From an optimization exercise on the open Yosys and OpenROAD flow, aimed at small area, a short achievable clock period and few clock cycles per item; shortcuts taken in it are not production practice. At most, simulation tests tie the RTL to the original design; equivalence was not proved. No activity file was given, so power comes from the tool's default toggle rates.

== old ==
==> flow/design.v (excerpt) <==
module ymodem_rx_unit (
    input  wire        clk,
    input  wire        rst,           
    input  wire        cmd_valid,
    output wire        cmd_ready,
    input  wire [15:0] cmd,
    output reg         res_valid,
    output reg  [1:0]  res_st,        
    output reg  [31:0] res_val,
    output reg  [1:0]  res_tx_n,      
    output wire [7:0]  res_tx0,
    output reg  [7:0]  res_tx1,
    output reg  [1:0]  res_ev_n,      
    output reg  [2:0]  res_ev0,
    output reg  [2:0]  res_ev1,
    output wire [3:0]  res_ev_code,   
    output reg         res_pay        
);
    localparam IDLE = 0, LEAD = 1, SEQ = 2, CMP = 3, DATA = 4, CRCH = 5,
               CRCL = 6, PURGE = 7, DONE = 8, FAILED = 9;
    function [15:0] crc_step;
        input [15:0] c;
        input [7:0]  d;
        integer i;
        begin
            crc_step = c ^ {d, 8'h00};
            for (i = 0; i < 8; i = i + 1)
                crc_step = crc_step[15] ? ((crc_step << 1) ^ 16'h1021) : (crc_step << 1);
        end
    endfunction
    reg        fault;
    reg [15:0] crc_acc;
    reg [9:0]  ph;            
    reg [7:0]  rx_exp;
    reg        rx_hdr;
    reg        rx_big;
    reg [1:0]  rx_eotc;
    reg [1:0]  rx_canc;
    reg [2:0]  rx_retry;
    reg [3:0]  rx_err;
    reg [15:0] rx_crc;        
    reg [9:0]  rx_cnt;
  ...
Size: roughly 660 cells after synthesis, ~6200 um2 of cells after synthesis.
Settings: LEC_CHECK=0, CAP_MARGIN=20, CORE_MARGIN=2, CORE_UTILIZATION=40, SLEW_MARGIN=20, BUFFER_PORTS_ARGS=-buffer_cell sky130_fd_sc_hd__buf_2, ABC_CLOCK_PERIOD_IN_PS=2000, SETUP_SLACK_MARGIN=2.25, CTS_ARGS=-sink_clustering_enable -repair_clock_nets -root_buf sky130_fd_sc_hd__clkbuf_16 -buf_list {sky130_fd_sc_hd__clkbuf_8} -dont_use_dummy_load, ABC_AREA=1; clock period 4.0 ns.
standard.sh (not shown) runs the stock make flow with config.mk's settings and CLKGATE_MAP_FILE= SYNTH_SCRIPT=/design/flow/synth_recipe.tcl, a recipe that flattens the netlist after the stock synthesis.
==> flow/flow/run.sh <==
#!/bin/bash
# The standard layout (standard.sh), with two changes:
#  - the extra ORFS settings of flow/extra.mk are appended to config.mk;
#  - synthesis is the standard flow's synthesis script with ABC's mapping script replaced
#    by flow/abc_area.script (an area-oriented mapping); only the combinational
#    mapping changes, the registers are those of the standard synthesis.
set -o pipefail
cat flow/extra.mk >> config.mk
{
  head -n 1 synth_recipe.tcl
  cat <<EOT
proc abc {args} {
  set i [lsearch -exact \$args -script]
  if {\$i >= 0} { lset args [expr {\$i + 1}] $PWD/flow/abc_area.script }
  yosys abc {*}\$args
}
EOT
  tail -n +2 synth_recipe.tcl
} > flow_synth.tcl
sed "s|SYNTH_SCRIPT=[^ ]*|SYNTH_SCRIPT=$PWD/flow_synth.tcl|" standard.sh > flow_standard.sh
bash flow_standard.sh > standard.log 2>&1
==> flow/flow/abc_area.script <==
strash
&get -n
&st
&dch
&nf -a
&put
buffer -c
topo
stime -c
upsize -c
dnsize -c
==> flow/flow/extra.mk <==
export BUFFER_PORTS_ARGS = -buffer_cell sky130_fd_sc_hd__buf_2
export DONT_USE_CELLS += sky130_fd_sc_hd__or4_1 sky130_fd_sc_hd__or4_2 sky130_fd_sc_hd__or4_4 sky130_fd_sc_hd__or4b_1 sky130_fd_sc_hd__or4b_2 sky130_fd_sc_hd__or4b_4 sky130_fd_sc_hd__or4bb_1 sky130_fd_sc_hd__or4bb_2 sky130_fd_sc_hd__or4bb_4 sky130_fd_sc_hd__nor4_1 sky130_fd_sc_hd__nor4_2 sky130_fd_sc_hd__nor4_4 sky130_fd_sc_hd__nor4b_1 sky130_fd_sc_hd__nor4b_2 sky130_fd_sc_hd__nor4b_4 sky130_fd_sc_hd__nor4bb_1 sky130_fd_sc_hd__nor4bb_2 sky130_fd_sc_hd__nor4bb_4 sky130_fd_sc_hd__or3_1 sky130_fd_sc_hd__or3_2 sky130_fd_sc_hd__or3_4 sky130_fd_sc_hd__or3b_1 sky130_fd_sc_hd__or3b_2 sky130_fd_sc_hd__or3b_4 sky130_fd_sc_hd__a2111oi_0 sky130_fd_sc_hd__a2111oi_1 sky130_fd_sc_hd__a2111oi_2 sky130_fd_sc_hd__a2111oi_4 sky130_fd_sc_hd__a2111o_1 sky130_fd_sc_hd__a2111o_2 sky130_fd_sc_hd__a2111o_4 sky130_fd_sc_hd__clkdlybuf4s50_1 sky130_fd_sc_hd__clkdlybuf4s50_2
export ABC_CLOCK_PERIOD_IN_PS = 2000
export SETUP_SLACK_MARGIN = 2.25
export CTS_ARGS = -sink_clustering_enable -repair_clock_nets -root_buf sky130_fd_sc_hd__clkbuf_16 -buf_list {sky130_fd_sc_hd__clkbuf_8} -dont_use_dummy_load
export ABC_AREA = 1
Testbench counts of old, summed over its fixed seeds: cycles 41,589, commands 41,581.
--- input diff old..new ---
diff --git a/flow/design.v b/flow/design.v
--- a/flow/design.v
+++ b/flow/design.v
@@ -57,47 +57,53 @@
     wire c_sys   = c_hi0 & (c_lo1 | c_lo2) & c_z;
     wire c_legal = (c_hi0 & c_lo0 & c_z) | (c_hi1 & (c_lo0 | c_lo2) & c_z) | (c_hi1 & c_lo1)
                  | (c_hi3 & (c_lo0 | c_lo2 | c_lo3 | c_lo4) & c_z) | (c_hi3 & c_lo1);
     wire c_sx  = (c_imm == 8'h01) | (c_imm == 8'h02);
     wire c_eot = (c_imm == 8'h04);
     wire c_can = (c_imm == 8'h18);
     reg       cv;             
     reg [7:0] imm;            
     reg       op_reset, op_gf, op_bad, st_flt;
     reg       e_cinit, e_cbyte, e_cread, e_start, rxb, tmo, e_abort, e_status;
     reg       d_sx, d_eot, d_can, d_oth;
     reg       lo_ok;          
+    reg       sel_rx;         
     wire fault_nx = ~op_reset & (fault | op_bad);
     wire c_run    = c_v & ~fault_nx;
     always @(posedge clk) begin
         cv       <= c_v;
         imm      <= c_imm;
         op_reset <= c_v & c_hi0 & c_lo1 & c_z;
         op_gf    <= c_v & c_hi0 & c_lo2 & c_z;
         op_bad   <= c_v & ~c_sys & ~c_legal;
         st_flt   <= ~c_sys & (~c_legal | fault_nx);
         e_cinit  <= c_run & c_hi1 & c_lo0 & c_z;
         e_cbyte  <= c_run & c_hi1 & c_lo1;
         e_cread  <= c_run & c_hi1 & c_lo2 & c_z;
         e_start  <= c_run & c_hi3 & c_lo0 & c_z;
         rxb      <= c_run & c_hi3 & c_lo1;
         tmo      <= c_run & c_hi3 & c_lo2 & c_z;
         e_abort  <= c_run & c_hi3 & c_lo3 & c_z;
         e_status <= c_run & c_hi3 & c_lo4 & c_z;
         d_sx     <= c_sx;
         d_eot    <= c_eot;
         d_can    <= c_can;
         d_oth    <= ~(c_sx | c_eot | c_can);
         lo_ok    <= (c_imm == rx_crc[7:0]);
+        sel_rx   <= c_op[5];                    
     end
+    wire [7:0]  crc_x   = (sel_rx ? rx_crc[15:8] : crc_acc[15:8]) ^ imm;
+    wire [15:0] crc_t   = crc_step(16'd0, crc_x);
+    wire [15:0] acc_nx  = {crc_acc[7:0], 8'h00} ^ crc_t;
+    wire [15:0] rx_nx   = {rx_crc[7:0], 8'h00} ^ crc_t;
     wire ph_act    = ph[LEAD] | ph[SEQ] | ph[CMP] | ph[DATA] | ph[CRCH] | ph[CRCL];
     wire ph_off    = ph[IDLE] | ph[DONE] | ph[FAILED];
     wire last      = rx_big ? (&rx_cnt) : (&rx_cnt[6:0]);
     wire pend_ok   = (rx_pend == 2'd0);
     wire chk_ok    = pend_ok & lo_ok;
     wire crcl      = rxb & ph[CRCL];
     wire acc       = crcl & chk_ok;
     wire null_hdr  = ~rx_hdr & ~rx_nz;
     wire acc_null  = acc & null_hdr;
     wire acc_blk   = acc & ~null_hdr;
     wire lead      = rxb & ph[LEAD];
     wire lead_sx   = lead & d_sx;
@@ -170,25 +176,25 @@
             rx_hdr   <= 1'b0;
             rx_big   <= 1'b0;
             rx_eotc  <= 2'd0;
             rx_canc  <= 2'd0;
             rx_retry <= 3'd0;
             rx_err   <= 4'd0;
         end else begin
             if (op_bad)
                 fault <= 1'b1;
             if (e_cinit)
                 crc_acc <= 16'd0;
             if (e_cbyte)
-                crc_acc <= crc_step(crc_acc, imm);
+                crc_acc <= acc_nx;
             ph <= ph_n;
             if (e_start) begin
                 rx_exp   <= 8'd0;
                 rx_hdr   <= 1'b0;
                 rx_big   <= 1'b0;
             end
             if (lead_sx)
                 rx_big <= imm[1];
             if (acc_blk) begin
                 rx_hdr <= 1'b1;
                 rx_exp <= rx_exp + 8'd1;
             end
@@ -217,22 +223,22 @@
         end
         if (rxb) begin
             if (ph[SEQ])
                 rx_crc[7:0] <= imm;
             if (ph[CMP]) begin
                 rx_crc  <= 16'd0;
                 rx_cnt  <= 10'd0;
                 rx_nz   <= 1'b0;
                 rx_pend <= (imm != ~rx_crc[7:0]) ? 2'd1 :
                            (rx_crc[7:0] != rx_exp) ? 2'd2 : 2'd0;
             end
             if (ph[DATA]) begin
-                rx_crc <= crc_step(rx_crc, imm);
+                rx_crc <= rx_nx;
                 rx_cnt <= rx_cnt + 10'd1;
                 if (imm != 8'd0) rx_nz <= 1'b1;
             end
             if (ph[CRCH] & pend_ok & (imm != rx_crc[15:8]))
                 rx_pend <= 2'd3;
         end
     end
     assign cmd_ready = 1'b1;
 endmodule
[summary]
On maximum frequency: between new and old, it ends up higher for old.
Lower static leakage among new and old: old
new has less setup slack than old.
Sequential power: old vs new — no meaningful difference
In new, the wire length came out 16% above the value in old.
Design internal power: new > old
Combined area of the multi-input logic cells: new vs old up 11%
Diff old -> new | area of the die | increase of 1.2%
new against old: part of the total power dissipated in combinational logic increased 4.5 points; number of flip-flops and latches increased 0.69%; required time at the endpoint of the critical path increased 1030 ps; post-synthesis adder-cell area fraction essentially unchanged.
Only the layout flow was run in new; the RTL was not checked for function there.

[what the ideal ports hide]
In the flow no input, the clock included, has a driving cell. The finished layouts below were timed again as built, in two steps. Step 1: set_driving_cell puts a clkbuf_16 on clk and a buf_2 on each other input, an assumption about the parent block. Step 2, shift: input delay + t, output delay - t, t = (earliest + latest rising clock arrival at the registers) / 2. This alone moves slack from input paths to output paths. a / b / c = ideal / step 1 / step 2; a / b = the first two.
| run | t (ns) | setup WS [ns] | hold slack, ns | worst register clock-pin slew, ns |
|---|---|---|---|---|
| old | 0.394 | 2.295 / 2.256 / 1.933 | 0.345 / 0.345 / 0.345 | 0.08 / 0.08 |
| new | 0.403 | 2.090 / 2.090 / 1.829 | 0.396 / 0.396 / 0.396 | 0.08 / 0.08 |
After both steps every run listed still meets setup and hold. For old, which loses most, drivers alone change the setup slack by -0.039 ns; drivers and shift together by -0.362 ns.
